Background: an optimization exercise with open tools, aiming at small area. Do not read the settings as production practice. Function was checked by simulation only, so behaviour that the tests miss may differ from the original. Power and IR drop assume default switching activity.

==> flow/design.v <==
module fl_sine_rom (
    input  wire [9:0] a,
    output reg  [9:0] v
);
    always @* begin
        case (a)
            10'd0: v = 10'd189;
            10'd1: v = 10'd251;
            10'd2: v = 10'd189;
            10'd3: v = 10'd253;
            10'd4: v = 10'd256;
            10'd5: v = 10'd189;
            10'd6: v = 10'd257;
            10'd7: v = 10'd190;
            10'd8: v = 10'd258;
            10'd9: v = 10'd256;
            10'd10: v = 10'd192;
            10'd11: v = 10'd258;
            10'd12: v = 10'd195;
            10'd13: v = 10'd259;
            10'd14: v = 10'd260;
            10'd15: v = 10'd194;
            10'd16: v = 10'd262;
            10'd17: v = 10'd196;
            10'd18: v = 10'd262;
            10'd19: v = 10'd261;
            10'd20: v = 10'd199;
            10'd21: v = 10'd263;
            10'd22: v = 10'd197;
            10'd23: v = 10'd264;
            10'd24: v = 10'd265;
            10'd25: v = 10'd199;
            10'd26: v = 10'd266;
            10'd27: v = 10'd198;
            10'd28: v = 10'd267;
            10'd29: v = 10'd266;
            10'd30: v = 10'd199;
            10'd31: v = 10'd266;
            10'd32: v = 10'd200;
            10'd33: v = 10'd269;
            10'd34: v = 10'd268;
            10'd35: v = 10'd202;
            10'd36: v = 10'd267;
            10'd37: v = 10'd202;
            10'd38: v = 10'd269;
            10'd39: v = 10'd270;
            10'd40: v = 10'd201;
            10'd41: v = 10'd268;
            10'd42: v = 10'd202;
            10'd43: v = 10'd269;
            10'd44: v = 10'd270;
            10'd45: v = 10'd201;
            10'd46: v = 10'd271;
            10'd47: v = 10'd202;
            10'd48: v = 10'd270;
            10'd49: v = 10'd270;
            10'd50: v = 10'd201;
            10'd51: v = 10'd272;
            10'd52: v = 10'd201;
            10'd53: v = 10'd270;
            10'd54: v = 10'd271;
            10'd55: v = 10'd203;
            10'd56: v = 10'd269;
            10'd57: v = 10'd202;
            10'd58: v = 10'd270;
            10'd59: v = 10'd267;
            10'd60: v = 10'd204;
            10'd61: v = 10'd269;
            10'd62: v = 10'd201;
            10'd63: v = 10'd270;
            10'd64: v = 10'd269;
            10'd65: v = 10'd201;
            10'd66: v = 10'd267;
            10'd67: v = 10'd201;
            10'd68: v = 10'd268;
            10'd69: v = 10'd268;
            10'd70: v = 10'd199;
            10'd71: v = 10'd269;
            10'd72: v = 10'd199;
            10'd73: v = 10'd265;
            10'd74: v = 10'd266;
            10'd75: v = 10'd201;
            10'd76: v = 10'd264;
            10'd77: v = 10'd198;
            10'd78: v = 10'd265;
            10'd79: v = 10'd263;
            10'd80: v = 10'd198;
            10'd81: v = 10'd263;
            10'd82: v = 10'd195;
            10'd83: v = 10'd262;
            10'd84: v = 10'd262;
            10'd85: v = 10'd197;
            10'd86: v = 10'd260;
            10'd87: v = 10'd194;
            10'd88: v = 10'd258;
            10'd89: v = 10'd261;
            10'd90: v = 10'd191;
            10'd91: v = 10'd258;
            10'd92: v = 10'd193;
            10'd93: v = 10'd256;
            10'd94: v = 10'd255;
            10'd95: v = 10'd192;
            10'd96: v = 10'd254;
            10'd97: v = 10'd188;
            10'd98: v = 10'd255;
            10'd99: v = 10'd251;
            10'd100: v = 10'd189;
            10'd101: v = 10'd247;
            10'd102: v = 10'd189;
            10'd103: v = 10'd248;
            10'd104: v = 10'd249;
            10'd105: v = 10'd186;
            10'd106: v = 10'd244;
            10'd107: v = 10'd184;
            10'd108: v = 10'd245;
            10'd109: v = 10'd244;
            10'd110: v = 10'd183;
            10'd111: v = 10'd239;
            10'd112: v = 10'd181;
            10'd113: v = 10'd240;
            10'd114: v = 10'd238;
            10'd115: v = 10'd178;
            10'd116: v = 10'd236;
            10'd117: v = 10'd178;
            10'd118: v = 10'd234;
            10'd119: v = 10'd235;
            10'd120: v = 10'd174;
            10'd121: v = 10'd231;
            10'd122: v = 10'd172;
            10'd123: v = 10'd229;
            10'd124: v = 10'd227;
            10'd125: v = 10'd172;
            10'd126: v = 10'd226;
            10'd127: v = 10'd168;
            10'd128: v = 10'd223;
            10'd129: v = 10'd220;
            10'd130: v = 10'd167;
            10'd131: v = 10'd222;
            10'd132: v = 10'd160;
            10'd133: v = 10'd219;
            10'd134: v = 10'd216;
            10'd135: v = 10'd159;
            10'd136: v = 10'd214;
            10'd137: v = 10'd160;
            10'd138: v = 10'd211;
            10'd139: v = 10'd209;
            10'd140: v = 10'd157;
            10'd141: v = 10'd206;
            10'd142: v = 10'd152;
            10'd143: v = 10'd204;
            10'd144: v = 10'd203;
            10'd145: v = 10'd149;
            10'd146: v = 10'd202;
            10'd147: v = 10'd147;
            10'd148: v = 10'd195;
            10'd149: v = 10'd197;
            10'd150: v = 10'd145;
            10'd151: v = 10'd194;
            10'd152: v = 10'd142;
            10'd153: v = 10'd187;
            10'd154: v = 10'd189;
            10'd155: v = 10'd139;
            10'd156: v = 10'd184;
            10'd157: v = 10'd139;
            10'd158: v = 10'd181;
            10'd159: v = 10'd176;
            10'd160: v = 10'd136;
            10'd161: v = 10'd177;
            10'd162: v = 10'd131;
            10'd163: v = 10'd173;
            10'd164: v = 10'd170;
            10'd165: v = 10'd128;
            10'd166: v = 10'd168;
            10'd167: v = 10'd125;
            10'd168: v = 10'd165;
            10'd169: v = 10'd162;
            10'd170: v = 10'd123;
            10'd171: v = 10'd159;
            10'd172: v = 10'd117;
            10'd173: v = 10'd156;
            10'd174: v = 10'd154;
            10'd175: v = 10'd115;
            10'd176: v = 10'd150;
            10'd177: v = 10'd114;
            10'd178: v = 10'd147;
            10'd179: v = 10'd145;
            10'd180: v = 10'd106;
            10'd181: v = 10'd143;
            10'd182: v = 10'd103;
            10'd183: v = 10'd139;
            10'd184: v = 10'd134;
            10'd185: v = 10'd72;
            10'd186: v = 10'd0;
            10'd187: v = 10'd0;
            10'd188: v = 10'd0;
            10'd189: v = 10'd0;
            10'd190: v = 10'd0;
            10'd191: v = 10'd0;
            10'd192: v = 10'd0;
            10'd193: v = 10'd0;
            10'd194: v = 10'd0;
            10'd195: v = 10'd0;
            10'd196: v = 10'd0;
            10'd197: v = 10'd0;
            10'd198: v = 10'd0;
            10'd199: v = 10'd0;
            10'd200: v = 10'd0;
            10'd201: v = 10'd0;
            10'd202: v = 10'd0;
            10'd203: v = 10'd0;
            10'd204: v = 10'd0;
            10'd205: v = 10'd0;
            10'd206: v = 10'd0;
            10'd207: v = 10'd0;
            10'd208: v = 10'd0;
            10'd209: v = 10'd0;
            10'd210: v = 10'd0;
            10'd211: v = 10'd0;
            10'd212: v = 10'd0;
            10'd213: v = 10'd0;
            10'd214: v = 10'd0;
            10'd215: v = 10'd0;
            10'd216: v = 10'd0;
            10'd217: v = 10'd0;
            10'd218: v = 10'd0;
            10'd219: v = 10'd0;
            10'd220: v = 10'd0;
            10'd221: v = 10'd0;
            10'd222: v = 10'd0;
            10'd223: v = 10'd0;
            10'd224: v = 10'd0;
            10'd225: v = 10'd0;
            10'd226: v = 10'd0;
            10'd227: v = 10'd0;
            10'd228: v = 10'd0;
            10'd229: v = 10'd0;
            10'd230: v = 10'd0;
            10'd231: v = 10'd0;
            10'd232: v = 10'd0;
            10'd233: v = 10'd0;
            10'd234: v = 10'd0;
            10'd235: v = 10'd0;
            10'd236: v = 10'd0;
            10'd237: v = 10'd0;
            10'd238: v = 10'd0;
            10'd239: v = 10'd0;
            10'd240: v = 10'd0;
            10'd241: v = 10'd0;
            10'd242: v = 10'd0;
            10'd243: v = 10'd0;
            10'd244: v = 10'd0;
            10'd245: v = 10'd0;
            10'd246: v = 10'd0;
            10'd247: v = 10'd0;
            10'd248: v = 10'd0;
            10'd249: v = 10'd0;
            10'd250: v = 10'd0;
            10'd251: v = 10'd0;
            10'd252: v = 10'd0;
            10'd253: v = 10'd0;
            10'd254: v = 10'd0;
            10'd255: v = 10'd0;
            10'd256: v = 10'd0;
            10'd257: v = 10'd0;
            10'd258: v = 10'd0;
            10'd259: v = 10'd0;
            10'd260: v = 10'd0;
            10'd261: v = 10'd0;
            10'd262: v = 10'd0;
            10'd263: v = 10'd0;
            10'd264: v = 10'd0;
            10'd265: v = 10'd0;
            10'd266: v = 10'd0;
            10'd267: v = 10'd0;
            10'd268: v = 10'd0;
            10'd269: v = 10'd0;
            10'd270: v = 10'd0;
            10'd271: v = 10'd0;
            10'd272: v = 10'd0;
            10'd273: v = 10'd0;
            10'd274: v = 10'd0;
            10'd275: v = 10'd0;
            10'd276: v = 10'd0;
            10'd277: v = 10'd0;
            10'd278: v = 10'd0;
            10'd279: v = 10'd0;
            10'd280: v = 10'd0;
            10'd281: v = 10'd0;
            10'd282: v = 10'd0;
            10'd283: v = 10'd0;
            10'd284: v = 10'd0;
            10'd285: v = 10'd0;
            10'd286: v = 10'd0;
            10'd287: v = 10'd0;
            10'd288: v = 10'd0;
            10'd289: v = 10'd0;
            10'd290: v = 10'd0;
            10'd291: v = 10'd0;
            10'd292: v = 10'd0;
            10'd293: v = 10'd0;
            10'd294: v = 10'd0;
            10'd295: v = 10'd0;
            10'd296: v = 10'd0;
            10'd297: v = 10'd0;
            10'd298: v = 10'd0;
            10'd299: v = 10'd0;
            10'd300: v = 10'd0;
            10'd301: v = 10'd0;
            10'd302: v = 10'd0;
            10'd303: v = 10'd0;
            10'd304: v = 10'd0;
            10'd305: v = 10'd0;
            10'd306: v = 10'd0;
            10'd307: v = 10'd0;
            10'd308: v = 10'd0;
            10'd309: v = 10'd0;
            10'd310: v = 10'd0;
            10'd311: v = 10'd0;
            10'd312: v = 10'd0;
            10'd313: v = 10'd0;
            10'd314: v = 10'd952;
            10'd315: v = 10'd923;
            10'd316: v = 10'd888;
            10'd317: v = 10'd920;
            10'd318: v = 10'd882;
            10'd319: v = 10'd882;
            10'd320: v = 10'd914;
            10'd321: v = 10'd876;
            10'd322: v = 10'd915;
            10'd323: v = 10'd873;
            10'd324: v = 10'd871;
            10'd325: v = 10'd909;
            10'd326: v = 10'd868;
            10'd327: v = 10'd906;
            10'd328: v = 10'd865;
            10'd329: v = 10'd863;
            10'd330: v = 10'd903;
            10'd331: v = 10'd860;
            10'd332: v = 10'd898;
            10'd333: v = 10'd857;
            10'd334: v = 10'd854;
            10'd335: v = 10'd898;
            10'd336: v = 10'd848;
            10'd337: v = 10'd896;
            10'd338: v = 10'd846;
            10'd339: v = 10'd845;
            10'd340: v = 10'd891;
            10'd341: v = 10'd844;
            10'd342: v = 10'd888;
            10'd343: v = 10'd840;
            10'd344: v = 10'd838;
            10'd345: v = 10'd882;
            10'd346: v = 10'd835;
            10'd347: v = 10'd882;
            10'd348: v = 10'd834;
            10'd349: v = 10'd830;
            10'd350: v = 10'd877;
            10'd351: v = 10'd827;
            10'd352: v = 10'd877;
            10'd353: v = 10'd827;
            10'd354: v = 10'd822;
            10'd355: v = 10'd872;
            10'd356: v = 10'd821;
            10'd357: v = 10'd872;
            10'd358: v = 10'd817;
            10'd359: v = 10'd816;
            10'd360: v = 10'd866;
            10'd361: v = 10'd815;
            10'd362: v = 10'd865;
            10'd363: v = 10'd811;
            10'd364: v = 10'd810;
            10'd365: v = 10'd861;
            10'd366: v = 10'd809;
            10'd367: v = 10'd860;
            10'd368: v = 10'd803;
            10'd369: v = 10'd803;
            10'd370: v = 10'd860;
            10'd371: v = 10'd802;
            10'd372: v = 10'd854;
            10'd373: v = 10'd799;
            10'd374: v = 10'd796;
            10'd375: v = 10'd854;
            10'd376: v = 10'd796;
            10'd377: v = 10'd851;
            10'd378: v = 10'd794;
            10'd379: v = 10'd792;
            10'd380: v = 10'd848;
            10'd381: v = 10'd790;
            10'd382: v = 10'd846;
            10'd383: v = 10'd788;
            10'd384: v = 10'd787;
            10'd385: v = 10'd845;
            10'd386: v = 10'd785;
            10'd387: v = 10'd845;
            10'd388: v = 10'd780;
            10'd389: v = 10'd784;
            10'd390: v = 10'd841;
            10'd391: v = 10'd781;
            10'd392: v = 10'd841;
            10'd393: v = 10'd776;
            10'd394: v = 10'd778;
            10'd395: v = 10'd839;
            10'd396: v = 10'd774;
            10'd397: v = 10'd837;
            10'd398: v = 10'd776;
            10'd399: v = 10'd772;
            10'd400: v = 10'd836;
            10'd401: v = 10'd772;
            10'd402: v = 10'd831;
            10'd403: v = 10'd773;
            10'd404: v = 10'd768;
            10'd405: v = 10'd832;
            10'd406: v = 10'd769;
            10'd407: v = 10'd832;
            10'd408: v = 10'd766;
            10'd409: v = 10'd768;
            10'd410: v = 10'd828;
            10'd411: v = 10'd765;
            10'd412: v = 10'd829;
            10'd413: v = 10'd764;
            10'd414: v = 10'd764;
            10'd415: v = 10'd828;
            10'd416: v = 10'd763;
            10'd417: v = 10'd827;
            10'd418: v = 10'd761;
            10'd419: v = 10'd761;
            10'd420: v = 10'd827;
            10'd421: v = 10'd759;
            10'd422: v = 10'd825;
            10'd423: v = 10'd760;
            10'd424: v = 10'd758;
            10'd425: v = 10'd826;
            10'd426: v = 10'd757;
            10'd427: v = 10'd823;
            10'd428: v = 10'd757;
            10'd429: v = 10'd759;
            10'd430: v = 10'd822;
            10'd431: v = 10'd756;
            10'd432: v = 10'd825;
            10'd433: v = 10'd757;
            10'd434: v = 10'd755;
            10'd435: v = 10'd822;
            10'd436: v = 10'd756;
            10'd437: v = 10'd820;
            10'd438: v = 10'd757;
            10'd439: v = 10'd752;
            10'd440: v = 10'd825;
            10'd441: v = 10'd754;
            10'd442: v = 10'd822;
            10'd443: v = 10'd753;
            10'd444: v = 10'd755;
            10'd445: v = 10'd821;
            10'd446: v = 10'd754;
            10'd447: v = 10'd821;
            10'd448: v = 10'd756;
            10'd449: v = 10'd753;
            10'd450: v = 10'd820;
            10'd451: v = 10'd756;
            10'd452: v = 10'd820;
            10'd453: v = 10'd756;
            10'd454: v = 10'd754;
            10'd455: v = 10'd822;
            10'd456: v = 10'd753;
            10'd457: v = 10'd824;
            10'd458: v = 10'd753;
            10'd459: v = 10'd758;
            10'd460: v = 10'd819;
            10'd461: v = 10'd755;
            10'd462: v = 10'd824;
            10'd463: v = 10'd756;
            10'd464: v = 10'd756;
            10'd465: v = 10'd822;
            10'd466: v = 10'd756;
            10'd467: v = 10'd824;
            10'd468: v = 10'd757;
            10'd469: v = 10'd759;
            10'd470: v = 10'd824;
            10'd471: v = 10'd758;
            10'd472: v = 10'd825;
            10'd473: v = 10'd759;
            10'd474: v = 10'd758;
            10'd475: v = 10'd824;
            10'd476: v = 10'd761;
            10'd477: v = 10'd826;
            10'd478: v = 10'd762;
            10'd479: v = 10'd759;
            10'd480: v = 10'd828;
            10'd481: v = 10'd763;
            10'd482: v = 10'd827;
            10'd483: v = 10'd764;
            10'd484: v = 10'd763;
            10'd485: v = 10'd828;
            10'd486: v = 10'd765;
            10'd487: v = 10'd831;
            10'd488: v = 10'd765;
            10'd489: v = 10'd767;
            10'd490: v = 10'd830;
            10'd491: v = 10'd768;
            10'd492: v = 10'd832;
            10'd493: v = 10'd769;
            10'd494: v = 10'd771;
            10'd495: v = 10'd832;
            10'd496: v = 10'd772;
            10'd497: v = 10'd833;
            10'd498: v = 10'd772;
            10'd499: v = 10'd773;
            10'd512: v = 10'd836;
            10'd513: v = 10'd775;
            10'd514: v = 10'd837;
            10'd515: v = 10'd776;
            10'd516: v = 10'd775;
            10'd517: v = 10'd841;
            10'd518: v = 10'd776;
            10'd519: v = 10'd842;
            10'd520: v = 10'd777;
            10'd521: v = 10'd782;
            10'd522: v = 10'd842;
            10'd523: v = 10'd784;
            10'd524: v = 10'd841;
            10'd525: v = 10'd784;
            10'd526: v = 10'd785;
            10'd527: v = 10'd846;
            10'd528: v = 10'd786;
            10'd529: v = 10'd846;
            10'd530: v = 10'd788;
            10'd531: v = 10'd790;
            10'd532: v = 10'd847;
            10'd533: v = 10'd792;
            10'd534: v = 10'd850;
            10'd535: v = 10'd793;
            10'd536: v = 10'd794;
            10'd537: v = 10'd852;
            10'd538: v = 10'd795;
            10'd539: v = 10'd855;
            10'd540: v = 10'd797;
            10'd541: v = 10'd800;
            10'd542: v = 10'd856;
            10'd543: v = 10'd802;
            10'd544: v = 10'd857;
            10'd545: v = 10'd803;
            10'd546: v = 10'd804;
            10'd547: v = 10'd859;
            10'd548: v = 10'd807;
            10'd549: v = 10'd861;
            10'd550: v = 10'd808;
            10'd551: v = 10'd809;
            10'd552: v = 10'd865;
            10'd553: v = 10'd813;
            10'd554: v = 10'd865;
            10'd555: v = 10'd814;
            10'd556: v = 10'd815;
            10'd557: v = 10'd869;
            10'd558: v = 10'd817;
            10'd559: v = 10'd870;
            10'd560: v = 10'd820;
            10'd561: v = 10'd821;
            10'd562: v = 10'd874;
            10'd563: v = 10'd822;
            10'd564: v = 10'd875;
            10'd565: v = 10'd826;
            10'd566: v = 10'd826;
            10'd567: v = 10'd877;
            10'd568: v = 10'd830;
            10'd569: v = 10'd878;
            10'd570: v = 10'd832;
            10'd571: v = 10'd834;
            10'd572: v = 10'd881;
            10'd573: v = 10'd835;
            10'd574: v = 10'd885;
            10'd575: v = 10'd836;
            10'd576: v = 10'd840;
            10'd577: v = 10'd886;
            10'd578: v = 10'd843;
            10'd579: v = 10'd888;
            10'd580: v = 10'd844;
            10'd581: v = 10'd845;
            10'd582: v = 10'd892;
            10'd583: v = 10'd847;
            10'd584: v = 10'd893;
            10'd585: v = 10'd851;
            10'd586: v = 10'd852;
            10'd587: v = 10'd895;
            10'd588: v = 10'd855;
            10'd589: v = 10'd898;
            10'd590: v = 10'd857;
            10'd591: v = 10'd859;
            10'd592: v = 10'd900;
            10'd593: v = 10'd861;
            10'd594: v = 10'd904;
            10'd595: v = 10'd864;
            10'd596: v = 10'd864;
            10'd597: v = 10'd905;
            10'd598: v = 10'd867;
            10'd599: v = 10'd909;
            10'd600: v = 10'd870;
            10'd601: v = 10'd871;
            10'd602: v = 10'd911;
            10'd603: v = 10'd874;
            10'd604: v = 10'd912;
            10'd605: v = 10'd877;
            10'd606: v = 10'd878;
            10'd607: v = 10'd915;
            10'd608: v = 10'd881;
            10'd609: v = 10'd919;
            10'd610: v = 10'd882;
            10'd611: v = 10'd885;
            10'd612: v = 10'd920;
            10'd613: v = 10'd889;
            10'd614: v = 10'd921;
            10'd615: v = 10'd891;
            10'd616: v = 10'd890;
            10'd617: v = 10'd925;
            10'd618: v = 10'd895;
            10'd619: v = 10'd927;
            10'd620: v = 10'd897;
            10'd621: v = 10'd897;
            10'd622: v = 10'd930;
            10'd623: v = 10'd901;
            10'd624: v = 10'd933;
            10'd625: v = 10'd902;
            10'd626: v = 10'd905;
            10'd627: v = 10'd935;
            10'd628: v = 10'd908;
            10'd629: v = 10'd936;
            10'd630: v = 10'd910;
            10'd631: v = 10'd910;
            10'd632: v = 10'd940;
            10'd633: v = 10'd913;
            10'd634: v = 10'd943;
            10'd635: v = 10'd916;
            10'd636: v = 10'd917;
            10'd637: v = 10'd944;
            10'd638: v = 10'd920;
            10'd639: v = 10'd947;
            10'd640: v = 10'd922;
            10'd641: v = 10'd924;
            10'd642: v = 10'd949;
            10'd643: v = 10'd925;
            10'd644: v = 10'd953;
            10'd645: v = 10'd928;
            10'd646: v = 10'd930;
            10'd647: v = 10'd954;
            10'd648: v = 10'd932;
            10'd649: v = 10'd955;
            10'd650: v = 10'd935;
            10'd651: v = 10'd936;
            10'd652: v = 10'd958;
            10'd653: v = 10'd938;
            10'd654: v = 10'd962;
            10'd655: v = 10'd940;
            10'd656: v = 10'd941;
            10'd657: v = 10'd964;
            10'd658: v = 10'd943;
            10'd659: v = 10'd965;
            10'd660: v = 10'd947;
            10'd661: v = 10'd946;
            10'd662: v = 10'd968;
            10'd663: v = 10'd949;
            10'd664: v = 10'd970;
            10'd665: v = 10'd952;
            10'd666: v = 10'd953;
            10'd667: v = 10'd971;
            10'd668: v = 10'd956;
            10'd669: v = 10'd972;
            10'd670: v = 10'd958;
            10'd671: v = 10'd959;
            10'd672: v = 10'd975;
            10'd673: v = 10'd961;
            10'd674: v = 10'd977;
            10'd675: v = 10'd963;
            10'd676: v = 10'd964;
            10'd677: v = 10'd979;
            10'd678: v = 10'd966;
            10'd679: v = 10'd981;
            10'd680: v = 10'd968;
            10'd681: v = 10'd969;
            10'd682: v = 10'd982;
            10'd683: v = 10'd971;
            10'd684: v = 10'd986;
            10'd685: v = 10'd972;
            10'd686: v = 10'd974;
            10'd687: v = 10'd987;
            10'd688: v = 10'd976;
            10'd689: v = 10'd987;
            10'd690: v = 10'd978;
            10'd691: v = 10'd978;
            10'd692: v = 10'd991;
            10'd693: v = 10'd980;
            10'd694: v = 10'd992;
            10'd695: v = 10'd982;
            10'd696: v = 10'd984;
            10'd697: v = 10'd993;
            10'd698: v = 10'd984;
            10'd699: v = 10'd995;
            10'd700: v = 10'd987;
            10'd701: v = 10'd987;
            10'd702: v = 10'd996;
            10'd703: v = 10'd989;
            10'd704: v = 10'd999;
            10'd705: v = 10'd990;
            10'd706: v = 10'd991;
            10'd707: v = 10'd1000;
            10'd708: v = 10'd992;
            10'd709: v = 10'd1001;
            10'd710: v = 10'd995;
            10'd711: v = 10'd995;
            10'd712: v = 10'd1003;
            10'd713: v = 10'd996;
            10'd714: v = 10'd1004;
            10'd715: v = 10'd998;
            10'd716: v = 10'd998;
            10'd717: v = 10'd1006;
            10'd718: v = 10'd1000;
            10'd719: v = 10'd1006;
            10'd720: v = 10'd1002;
            10'd721: v = 10'd1001;
            10'd722: v = 10'd1009;
            10'd723: v = 10'd1002;
            10'd724: v = 10'd1010;
            10'd725: v = 10'd1004;
            10'd726: v = 10'd1006;
            10'd727: v = 10'd1010;
            10'd728: v = 10'd1006;
            10'd729: v = 10'd1012;
            10'd730: v = 10'd1007;
            10'd731: v = 10'd1008;
            10'd732: v = 10'd1012;
            10'd733: v = 10'd1010;
            10'd734: v = 10'd1014;
            10'd735: v = 10'd1010;
            10'd736: v = 10'd1011;
            10'd737: v = 10'd1015;
            10'd738: v = 10'd1012;
            10'd739: v = 10'd1015;
            10'd740: v = 10'd1014;
            10'd741: v = 10'd1013;
            10'd742: v = 10'd1018;
            10'd743: v = 10'd1014;
            10'd744: v = 10'd1018;
            10'd745: v = 10'd1016;
            10'd746: v = 10'd1016;
            10'd747: v = 10'd1019;
            10'd748: v = 10'd1017;
            10'd749: v = 10'd1019;
            10'd750: v = 10'd1019;
            10'd751: v = 10'd1019;
            10'd752: v = 10'd1020;
            10'd753: v = 10'd1020;
            10'd754: v = 10'd1021;
            10'd755: v = 10'd1021;
            10'd756: v = 10'd1021;
            10'd757: v = 10'd1023;
            10'd758: v = 10'd1022;
            10'd759: v = 10'd1023;
            10'd760: v = 10'd1023;
            10'd761: v = 10'd0;
            10'd762: v = 10'd0;
            10'd763: v = 10'd1;
            10'd764: v = 10'd0;
            10'd765: v = 10'd2;
            10'd766: v = 10'd2;
            10'd767: v = 10'd2;
            10'd768: v = 10'd4;
            10'd769: v = 10'd2;
            10'd770: v = 10'd4;
            10'd771: v = 10'd5;
            10'd772: v = 10'd4;
            10'd773: v = 10'd5;
            10'd774: v = 10'd4;
            10'd775: v = 10'd7;
            10'd776: v = 10'd7;
            10'd777: v = 10'd6;
            10'd778: v = 10'd8;
            10'd779: v = 10'd6;
            10'd780: v = 10'd9;
            10'd781: v = 10'd9;
            10'd782: v = 10'd8;
            10'd783: v = 10'd10;
            10'd784: v = 10'd9;
            10'd785: v = 10'd12;
            10'd786: v = 10'd12;
            10'd787: v = 10'd9;
            10'd788: v = 10'd14;
            10'd789: v = 10'd11;
            10'd790: v = 10'd14;
            10'd791: v = 10'd15;
            10'd792: v = 10'd12;
            10'd793: v = 10'd16;
            10'd794: v = 10'd13;
            10'd795: v = 10'd17;
            10'd796: v = 10'd19;
            10'd797: v = 10'd14;
            10'd798: v = 10'd18;
            10'd799: v = 10'd15;
            10'd800: v = 10'd21;
            10'd801: v = 10'd21;
            10'd802: v = 10'd17;
            10'd803: v = 10'd22;
            10'd804: v = 10'd18;
            10'd805: v = 10'd23;
            10'd806: v = 10'd25;
            10'd807: v = 10'd19;
            10'd808: v = 10'd26;
            10'd809: v = 10'd20;
            10'd810: v = 10'd28;
            10'd811: v = 10'd28;
            10'd812: v = 10'd22;
            10'd813: v = 10'd29;
            10'd814: v = 10'd23;
            10'd815: v = 10'd31;
            10'd816: v = 10'd32;
            10'd817: v = 10'd25;
            10'd818: v = 10'd33;
            10'd819: v = 10'd26;
            10'd820: v = 10'd35;
            10'd821: v = 10'd36;
            10'd822: v = 10'd27;
            10'd823: v = 10'd37;
            10'd824: v = 10'd29;
            10'd825: v = 10'd39;
            10'd826: v = 10'd42;
            10'd827: v = 10'd30;
            10'd828: v = 10'd41;
            10'd829: v = 10'd32;
            10'd830: v = 10'd44;
            10'd831: v = 10'd44;
            10'd832: v = 10'd35;
            10'd833: v = 10'd47;
            10'd834: v = 10'd34;
            10'd835: v = 10'd49;
            10'd836: v = 10'd49;
            10'd837: v = 10'd38;
            10'd838: v = 10'd51;
            10'd839: v = 10'd39;
            10'd840: v = 10'd53;
            10'd841: v = 10'd54;
            10'd842: v = 10'd41;
            10'd843: v = 10'd56;
            10'd844: v = 10'd43;
            10'd845: v = 10'd58;
            10'd846: v = 10'd59;
            10'd847: v = 10'd44;
            10'd848: v = 10'd62;
            10'd849: v = 10'd46;
            10'd850: v = 10'd64;
            10'd851: v = 10'd64;
            10'd852: v = 10'd49;
            10'd853: v = 10'd66;
            10'd854: v = 10'd50;
            10'd855: v = 10'd69;
            10'd856: v = 10'd70;
            10'd857: v = 10'd53;
            10'd858: v = 10'd72;
            10'd859: v = 10'd55;
            10'd860: v = 10'd73;
            10'd861: v = 10'd75;
            10'd862: v = 10'd58;
            10'd863: v = 10'd78;
            10'd864: v = 10'd58;
            10'd865: v = 10'd80;
            10'd866: v = 10'd81;
            10'd867: v = 10'd62;
            10'd868: v = 10'd83;
            10'd869: v = 10'd63;
            10'd870: v = 10'd86;
            10'd871: v = 10'd87;
            10'd872: v = 10'd66;
            10'd873: v = 10'd89;
            10'd874: v = 10'd68;
            10'd875: v = 10'd92;
            10'd876: v = 10'd93;
            10'd877: v = 10'd70;
            10'd878: v = 10'd95;
            10'd879: v = 10'd73;
            10'd880: v = 10'd98;
            10'd881: v = 10'd99;
            10'd882: v = 10'd75;
            10'd883: v = 10'd101;
            10'd884: v = 10'd77;
            10'd885: v = 10'd104;
            10'd886: v = 10'd106;
            10'd887: v = 10'd80;
            10'd888: v = 10'd108;
            10'd889: v = 10'd81;
            10'd890: v = 10'd110;
            10'd891: v = 10'd112;
            10'd892: v = 10'd85;
            10'd893: v = 10'd114;
            10'd894: v = 10'd88;
            10'd895: v = 10'd116;
            10'd896: v = 10'd118;
            10'd897: v = 10'd90;
            10'd898: v = 10'd120;
            10'd899: v = 10'd91;
            10'd900: v = 10'd125;
            10'd901: v = 10'd123;
            10'd902: v = 10'd95;
            10'd903: v = 10'd127;
            10'd904: v = 10'd96;
            10'd905: v = 10'd131;
            10'd906: v = 10'd130;
            10'd907: v = 10'd99;
            10'd908: v = 10'd135;
            10'd909: v = 10'd101;
            10'd910: v = 10'd135;
            10'd911: v = 10'd139;
            10'd912: v = 10'd104;
            10'd913: v = 10'd140;
            10'd914: v = 10'd108;
            10'd915: v = 10'd141;
            10'd916: v = 10'd145;
            10'd917: v = 10'd110;
            10'd918: v = 10'd147;
            10'd919: v = 10'd111;
            10'd920: v = 10'd149;
            10'd921: v = 10'd151;
            10'd922: v = 10'd115;
            10'd923: v = 10'd153;
            10'd924: v = 10'd117;
            10'd925: v = 10'd156;
            10'd926: v = 10'd157;
            10'd927: v = 10'd119;
            10'd928: v = 10'd160;
            10'd929: v = 10'd121;
            10'd930: v = 10'd163;
            10'd931: v = 10'd164;
            10'd932: v = 10'd123;
            10'd933: v = 10'd167;
            10'd934: v = 10'd127;
            10'd935: v = 10'd168;
            10'd936: v = 10'd171;
            10'd937: v = 10'd128;
            10'd938: v = 10'd174;
            10'd939: v = 10'd131;
            10'd940: v = 10'd176;
            10'd941: v = 10'd176;
            10'd942: v = 10'd134;
            10'd943: v = 10'd180;
            10'd944: v = 10'd135;
            10'd945: v = 10'd181;
            10'd946: v = 10'd184;
            10'd947: v = 10'd138;
            10'd948: v = 10'd185;
            10'd949: v = 10'd143;
            10'd950: v = 10'd186;
            10'd951: v = 10'd191;
            10'd952: v = 10'd142;
            10'd953: v = 10'd192;
            10'd954: v = 10'd144;
            10'd955: v = 10'd196;
            10'd956: v = 10'd195;
            10'd957: v = 10'd148;
            10'd958: v = 10'd198;
            10'd959: v = 10'd150;
            10'd960: v = 10'd198;
            10'd961: v = 10'd203;
            10'd962: v = 10'd153;
            10'd963: v = 10'd203;
            10'd964: v = 10'd155;
            10'd965: v = 10'd205;
            10'd966: v = 10'd207;
            10'd967: v = 10'd156;
            10'd968: v = 10'd212;
            10'd969: v = 10'd156;
            10'd970: v = 10'd213;
            10'd971: v = 10'd211;
            10'd972: v = 10'd163;
            10'd973: v = 10'd216;
            10'd974: v = 10'd161;
            10'd975: v = 10'd217;
            10'd976: v = 10'd219;
            10'd977: v = 10'd165;
            10'd978: v = 10'd222;
            10'd979: v = 10'd166;
            10'd980: v = 10'd222;
            10'd981: v = 10'd223;
            10'd982: v = 10'd168;
            10'd983: v = 10'd226;
            10'd984: v = 10'd170;
            10'd985: v = 10'd228;
            10'd986: v = 10'd229;
            10'd987: v = 10'd174;
            10'd988: v = 10'd229;
            10'd989: v = 10'd175;
            10'd990: v = 10'd231;
            10'd991: v = 10'd235;
            10'd992: v = 10'd176;
            10'd993: v = 10'd234;
            10'd994: v = 10'd179;
            10'd995: v = 10'd236;
            10'd996: v = 10'd239;
            10'd997: v = 10'd180;
            10'd998: v = 10'd240;
            10'd999: v = 10'd180;
            10'd1000: v = 10'd241;
            10'd1001: v = 10'd243;
            10'd1002: v = 10'd183;
            10'd1003: v = 10'd244;
            10'd1004: v = 10'd184;
            10'd1005: v = 10'd246;
            10'd1006: v = 10'd245;
            10'd1007: v = 10'd187;
            10'd1008: v = 10'd246;
            10'd1009: v = 10'd188;
            10'd1010: v = 10'd250;
            10'd1011: v = 10'd250;
            default: v = 10'd0;
        endcase
    end
endmodule
module fl_isqrt (
    input  wire [15:0] p,
    input  wire        b,
    input  wire [16:0] D,
    output wire [15:0] p_n,
    output wire        qb
);
    wire [17:0] x = {1'b0, p, b};
    wire [17:0] y = x - {1'b0, D};
    assign qb  = !y[17];
    assign p_n = qb ? y[15:0] : x[15:0];
endmodule
module fl_plan (
    input  wire [15:0] r,       
    input  wire [10:0] th,      
    input  wire [6:0]  hf,      
    input  wire [16:0] R,
    input  wire [7:0]  q,
    input  wire [15:0] s,
    output wire [15:0] r_n,
    output wire [10:0] th_n,
    output wire [6:0]  hf_n
);
    wire        dl  = (hf <= 7'd40);
    wire [7:0]  hs  = {1'b0, hf} + 8'd41;
    assign hf_n     = (hs >= 8'd125) ? hs - 8'd125 : hs[6:0];
    wire [16:0] rm  = {1'b0, r} - {1'b0, s} - {16'd0, dl};
    wire        neg = rm[16];
    wire [16:0] ra  = rm + R;
    assign r_n      = neg ? ra[15:0] : rm[15:0];
    assign th_n     = th + {3'd0, q} + {10'd0, neg};
endmodule
module fairy_pwm (
    input  wire       clk,
    input  wire       rst,       
    input  wire       sw_i,
    input  wire [9:0] dim_i,
    output reg        warm_o,
    output reg        cool_o
);
    localparam [16:0] RW0  = 17'd26367;
    localparam [7:0]  QW0  = 8'd2;
    localparam [15:0] SW0  = 16'd14309;
    localparam [16:0] RRC0 = 17'd26367;
    localparam [15:0] RC0  = 16'd17138;
    localparam [7:0]  QC0  = 8'd3;
    localparam [15:0] SC0  = 16'd15629;
    localparam [2:0] E_IDLE = 3'd0, E_RW = 3'd1, E_RC = 3'd2, E_WDIV = 3'd3,
                     E_CMUL = 3'd4, E_CDIV = 3'd5;
    reg        tb;           
    reg [9:0]  tl;           
    reg        mode;
    reg        blank;
    reg [1:0]  n;            
    reg [9:0]  dim_reg;
    reg        kh;           
    reg [8:0]  kl;
    reg [16:0] rw;
    reg [7:0]  qw;
    reg [15:0] sw;
    reg [16:0] rrc;          
    reg [15:0] rc;
    reg [7:0]  qc;
    reg [15:0] sc;
    reg [15:0] r;
    reg [10:0] th;
    reg [6:0]  hf;
    reg [2:0]  es;
    reg [3:0]  ej;
    wire       last  = (tl == 10'd999);
    wire       poll  = tb && last;
    wire       tb_n  = last ? !tb : tb;
    wire [9:0] tl_n  = last ? 10'd0 : tl + 10'd1;
    wire       chg   = poll && (sw_i != mode);
    wire       upd   = poll && !chg && (n == 2'd3);
    wire       blank_n = poll ? chg : blank;
    wire [9:0] d_n     = upd ? dim_i : dim_reg;
    wire        st   = last;                  
    wire [15:0] r_i  = st ? 16'd0 : r;
    wire [10:0] th_i = st ? 11'd0 : th;
    wire [6:0]  hf_i = st ? 7'd40 : hf;
    wire [16:0] pR   = tb_n ? {1'b0, rc} : rw;
    wire [7:0]  pQ   = tb_n ? qc : qw;
    wire [15:0] pS   = tb_n ? sc : sw;
    wire [15:0] r_s;
    wire [10:0] th_s;
    wire [6:0]  hf_s;
    fl_plan u_plan (.r(r_i), .th(th_i), .hf(hf_i), .R(pR), .q(pQ), .s(pS),
                    .r_n(r_s), .th_n(th_s), .hf_n(hf_s));
    wire        frz  = th_i[10];
    wire [15:0] r_n  = frz ? r_i  : r_s;
    wire [10:0] th_n = frz ? th_i : th_s;
    wire [6:0]  hf_n = frz ? hf_i : hf_s;
    wire        on_n = !th_n[10] && (th_n[9:0] <= d_n) && (tl_n != 10'd999) && !blank_n;
    wire [9:0]  dR;
    fl_sine_rom u_rom (.a({kh ^ (es == E_RC), kl}), .v(dR));
    wire [16:0] dRx  = {{7{dR[9]}}, dR};
    wire        divw = (es == E_WDIV);
    wire [15:0] dp   = divw ? sw : sc;
    wire [16:0] dd   = divw ? rw : {1'b0, rc};
    wire [7:0]  dvb  = 8'hE3;                 
    wire [15:0] dp_n;
    wire        dqb;
    fl_isqrt u_div (.p(dp), .b(dvb[ej[2:0]]), .D(dd), .p_n(dp_n), .qb(dqb));
    wire [15:0] cmk  = 16'hA666;              
    wire [17:0] macc = {2'b0, rc} + (cmk[ej] ? {1'b0, rrc} : 18'd0);
    wire [8:0]  kl1  = kl + 9'd1;
    wire        kwrap = (kl == 9'd499);
    always @(posedge clk) begin
        if (rst) begin
            tb <= 1'b1;  tl <= 10'd999;
            mode <= 1'b0; blank <= 1'b1; n <= 2'd0; dim_reg <= 10'd0;
            kh <= 1'b0; kl <= 9'd0;
            rw <= RW0; qw <= QW0; sw <= SW0;
            rrc <= RRC0; rc <= RC0; qc <= QC0; sc <= SC0;
            es <= E_IDLE; ej <= 4'd0;
            warm_o <= 1'b0; cool_o <= 1'b0;
        end else begin
            tb <= tb_n; tl <= tl_n;
            r <= r_n; th <= th_n; hf <= hf_n;
            warm_o <= on_n && !tb_n;
            cool_o <= on_n && tb_n;
            blank <= blank_n;
            case (es)
                E_RW: begin
                    rw <= rw + dRx;
                    es <= E_RC;
                end
                E_RC: begin
                    rrc <= rrc + dRx;
                    sw <= 16'd261; qw <= 8'd0; ej <= 4'd7;
                    es <= E_WDIV;
                end
                E_WDIV: begin
                    sw <= dp_n; qw <= {qw[6:0], dqb};
                    ej <= ej - 4'd1;
                    if (ej == 4'd0) es <= E_IDLE;
                end
                E_CMUL: begin
                    rc <= macc[16:1];
                    ej <= ej + 4'd1;
                    if (ej == 4'd15) begin
                        es <= E_CDIV;
                        ej <= 4'd7;
                        sc <= 16'd261; qc <= 8'd0;
                    end
                end
                E_CDIV: begin
                    sc <= dp_n; qc <= {qc[6:0], dqb};
                    ej <= ej - 4'd1;
                    if (ej == 4'd0) es <= E_IDLE;
                end
                default: ;
            endcase
            if (last && !tb && n == 2'd3 && !mode && !blank)
                es <= E_RW;
            if (poll) begin
                if (chg) begin
                    mode <= sw_i; n <= 2'd1;
                    kh <= 1'b0; kl <= 9'd0;
                    rw <= RW0; qw <= QW0; sw <= SW0;
                    rrc <= RRC0; rc <= RC0; qc <= QC0; sc <= SC0;
                    es <= E_IDLE;
                end else if (upd) begin
                    n <= 2'd1;
                    dim_reg <= dim_i;
                    if (!mode) begin
                        kl <= kwrap ? 9'd0 : kl1;
                        if (kwrap) kh <= !kh;
                    end
                    rc <= 16'd0; ej <= 4'd0;
                    es <= E_CMUL;
                end else begin
                    n <= n + 2'd1;
                end
            end
        end
    end
endmodule
==> flow/run.sh <==
#!/bin/bash
# synth_recipe.tcl (not shown) runs the flow's synth.tcl, then flattens the netlist and writes it again
# the make line also repeats each setting of config.mk as NAME=value (left out here)
make -C /OpenROAD-flow-scripts/flow DESIGN_CONFIG=/design/flow/config.mk WORK_HOME=/design/flow/orfs CLKGATE_MAP_FILE= SYNTH_SCRIPT=/design/flow/synth_recipe.tcl finish
==> flow/config.mk <==
export PLATFORM = sky130hd
export DESIGN_NAME = fairy_pwm
export DESIGN_NICKNAME = fairy_pwm
export VERILOG_FILES = /design/flow/design.v
export SDC_FILE = /design/flow/constraint.sdc
export NUM_CORES = 4
export LEC_CHECK = 0
export CAP_MARGIN = 20
export CELL_PAD_IN_SITES_DETAIL_PLACEMENT = 2
export CELL_PAD_IN_SITES_GLOBAL_PLACEMENT = 2
export CORE_MARGIN = 2
export CORE_UTILIZATION = 20
export PLACE_DENSITY = 0.28
export SLEW_MARGIN = 20
export SYNTH_MEMORY_MAX_BITS = 65536
==> flow/constraint.sdc <==
create_clock -name core_clock -period 1000.0 [get_ports {clk}]
set_input_delay 200.0000 -clock core_clock [delete_from_list [all_inputs] [get_ports {clk}]]
set_output_delay 200.0000 -clock core_clock [all_outputs]
set_load 0.01 [all_outputs]
==> impl_metrics.ini <==
[outcome]
outcome = timing/DRC/antenna clean

[critical_path]
critical-path-top-delay-family = simple AND/OR/NAND/NOR gates
crit_slowest_cell = and3_1
critPathCaptureType = flop
crit_chain = clkdlybuf4s50_1 > xnor2_1 > and3_1 > mux2i_1 > ha_1 > a21o_1 > a21o_1 > a21oi_1 > nor2_1 > a2111oi_0 > a31oi_1 > or4_1 > nor3_1
crit_path_start_kind = input pin
crit_buf_inv = 1
slowest_delay_ps = 640
worstSetupPathType = in2reg
crit_required_ps = 1000390
cp_max_fo = 10
critical_path_arrival_ps = 203930
cp_common_cell = a21o_1

[floorplan]
initial_core_util_pct = 20.22
die_w_um = 325.2
io_pins = 15
die-area_mm2 = 0.1057
rows = 117
core_mm2 = 0.1020
die_h_um = 325.2

[power_and_ir_drop]
worst_ir_drop_vdd_uv = 2.229
totalPowerFinal_w = 0.00007463
cellLeakagePower_nw = 8.646
p_per_area_mw_per_mm2 = 3.276

[grt]
grt_overflow = 0
grt_max_degree = 111
grt_first_pass_wirelength_um = 183300
antenna_found_initial = 0
grtUsageTotal_pct = 23.76
first_global_vias = 24000

[layout]
final_cells = 4171
layout-drive-gt1-share_pct = 7.744
fin_area_mm2 = 0.02278
nNetsFinal = 2980
regArea_mm2 = 0.003885
multi_input_area_mm2 = 0.01546
fillCellCount = 12090
reg.largest.list = rrc x17, rw x17
synthToLayoutAreaGrowth_pct = 10.42

[timing]
worstMarginPinSlew_ps = 1163
min_period_ps = 203540
slew_headroom_pct = 22.15
setup_violations = 0
fin_skew_ps = 16.88
finalHoldViolCount = 0
fin_tns_setup_ps = 0
drv_slew = 0
grt_setup_unrepaired = false
min_period_over_period_pct = 20.35
fmax_mhz = 4.913
whs_ps = 466.4

[routing]
wl_um = 127700
top_layer = met4
drc_errors = 0
wl_met1_um = 58570
wl_met2_um = 61190
vias = 22640
wl_met3_um = 3248
viasPerCell = 5.428
post_drt_wl_per_cell_um = 30.61
ant_nets = 0
first_iter_violations = 1398
first_pass_iters = 5

[place]
io_buffer_count = 14
dp_hpwl_um = 94800
dp.cells = 4139
placed_cell_area_mm2 = 0.02221
place_congestion = 0.8429

[synthesis]
post-synth-top-area-fraction_pct = 13.78
yosys_warnings = 2
ys_top_cells_by_count = nand2_1, nor2_1, a21oi_1
async_flop_share_pct = 0
yosysTopAreaCell = dfxtp_1
synth.area.top_cells = dfxtp_1, ha_1, a21oi_1, nand2_1, o21ai_0
avgSynthCellArea_um2 = 7.117
syn_area_mm2 = 0.02063
synthesis.nets = 3089
ys.flop_type = dfxtp_1
ys_ff_latch = 176
synth_edf_count = 34
synth_cell_type_count = 91
synthCells = 2899
synth_most_common_cell = nand2_1
yosysSeqAreaShare_pct = 18.73

[clock_tree]
cts-buffers-inserted = 17
clock_latency_ps = 500
cts_resized = 0
cts_sinks = 176
cts-root-buf = clkbuf_16
htree_levels = 4
cts_setup_buffers = 0
clk_pin_slew_ps = 60
clockBufferDepth = 2
cts-hold-fix-buffers = 0
cts_tree = built

[hold_path]
hold_path_class = reg2reg

[run]
max_cap_viol_count = 0
logic make-up (layout without fill, tap and decap cells):
kind of cell | Yosys count | after routing | share of synthesized area (%)
flip-flops | 176 | 176 | 18.73
other | 0 | 1 | 0
AO/OA/AOI/OAI | 1001 | 1001 | 31.09
AND/OR/NAND/NOR | 1004 | 1004 | 21.67
multiplexers | 114 | 114 | 6.192
XOR/XNOR | 108 | 108 | 4.676
buffers and inverters | 319 | 222 | 6.580
adder cells (fa/ha/maj) | 177 | 177 | 11.06
worst min-delay path: stages (launching register included):
cell     delay [ps]
dfxtp_1         320
nand2_1          50
a21oi_1          50
stage by stage:
step                      setup WS (ps)  util, %
after floorplan                  796750        -
after global placement           795990    21.76
after detailed placement         795950    21.76
after CTS                        796460    22.32
after global routing             796090    22.33
final                            796460    22.33
layer usage:
metal / GRT usage [%] / vias to the layer above
li1: - / 10370
met1: 30.96 / 11700
met2: 40.57 / 424
met3: 2.415 / 154
met4: 8.293 / 0
met5: 0 / -
cell type report:
cell class / count / share of cell area, %
repair buffers: 99 / 3.526
clock buffers: 25 / 2.318
clock inverters: 6 / 0.1922
multi-input cells: 2404 / 67.87
inverters: 92 / 1.516
diodes: 1 / 0.01098
well taps: 1368 / 7.513
flip-flops and latches: 176 / 17.05
path summary, 6_finish.rpt:
kind                            start      to  slack (ps)  cells past startpoint
worst max-delay path             sw_i  cool_o      796460                     13
worst min-delay path             n[1]    n[1]         470                      2
worst max register to register  tl[0]  cool_o      990250                     39
worst min register to register   n[1]    n[1]         470                      2
cells in the final DEF (no fill, tap or decap), drive strengths merged, types with 25 or more instances in the layout:
| cell | synthesis | routed |
|---|---|---|
| nand2 | 358 | 358 |
| nor2 | 308 | 308 |
| a21oi | 278 | 278 |
| o21ai | 254 | 254 |
| ha | 168 | 168 |
| dfxtp | 142 | 142 |
| inv | 90 | 93 |
| buf | 104 | 85 |
| nor3 | 79 | 79 |
| nand3 | 75 | 75 |
| mux2i | 65 | 65 |
| o211ai | 64 | 64 |
| xnor2 | 62 | 62 |
| a31oi | 52 | 52 |
| a211oi | 50 | 50 |
| xor2 | 46 | 46 |
| nor2b | 44 | 44 |
| mux2 | 43 | 43 |
| a21o | 36 | 36 |
| edfxtp | 34 | 34 |
| nand2b | 34 | 34 |
| o31ai | 29 | 29 |
| clkbuf | 123 | 25 |
where the power goes:
group          internal, W  switching [W]    total, W
combinational    0.0000213      0.0000363   0.0000576
clock           0.00000368     0.00000335  0.00000703
sequential      0.00000911    0.000000910   0.0000100

port drivers added, routing unchanged:
The flow's constraints put no driver on any port. The routed layout listed below was extracted and timed again, unchanged, in two steps.
Step 1 (the two cells are an assumption about what drives the block):
set clk [get_ports {clk}]
set_driving_cell -lib_cell sky130_fd_sc_hd__clkbuf_16 $clk
set_driving_cell -lib_cell sky130_fd_sc_hd__buf_2 [delete_from_list [all_inputs] $clk]
Step 2 times the ports against the registers' clock, not the clock port: input delays grow and output delays shrink by t, the midpoint of the rising clock arrivals with the driver on.
a / b / c = no drivers / after step 1 / after step 2; a / b = the first two.
t (ns): 0.550
setup WS [ns]: 796.463 / 796.501 / 795.952
worst setup path after step 2: input to register
latest minus earliest clock arrival (ns): 0.018 / 0.017
cell pins on the clock port's net: 1
After both steps this run still meets setup and hold. The setup slack of this run moves by +0.038 ns with the drivers and by -0.511 ns with both steps.
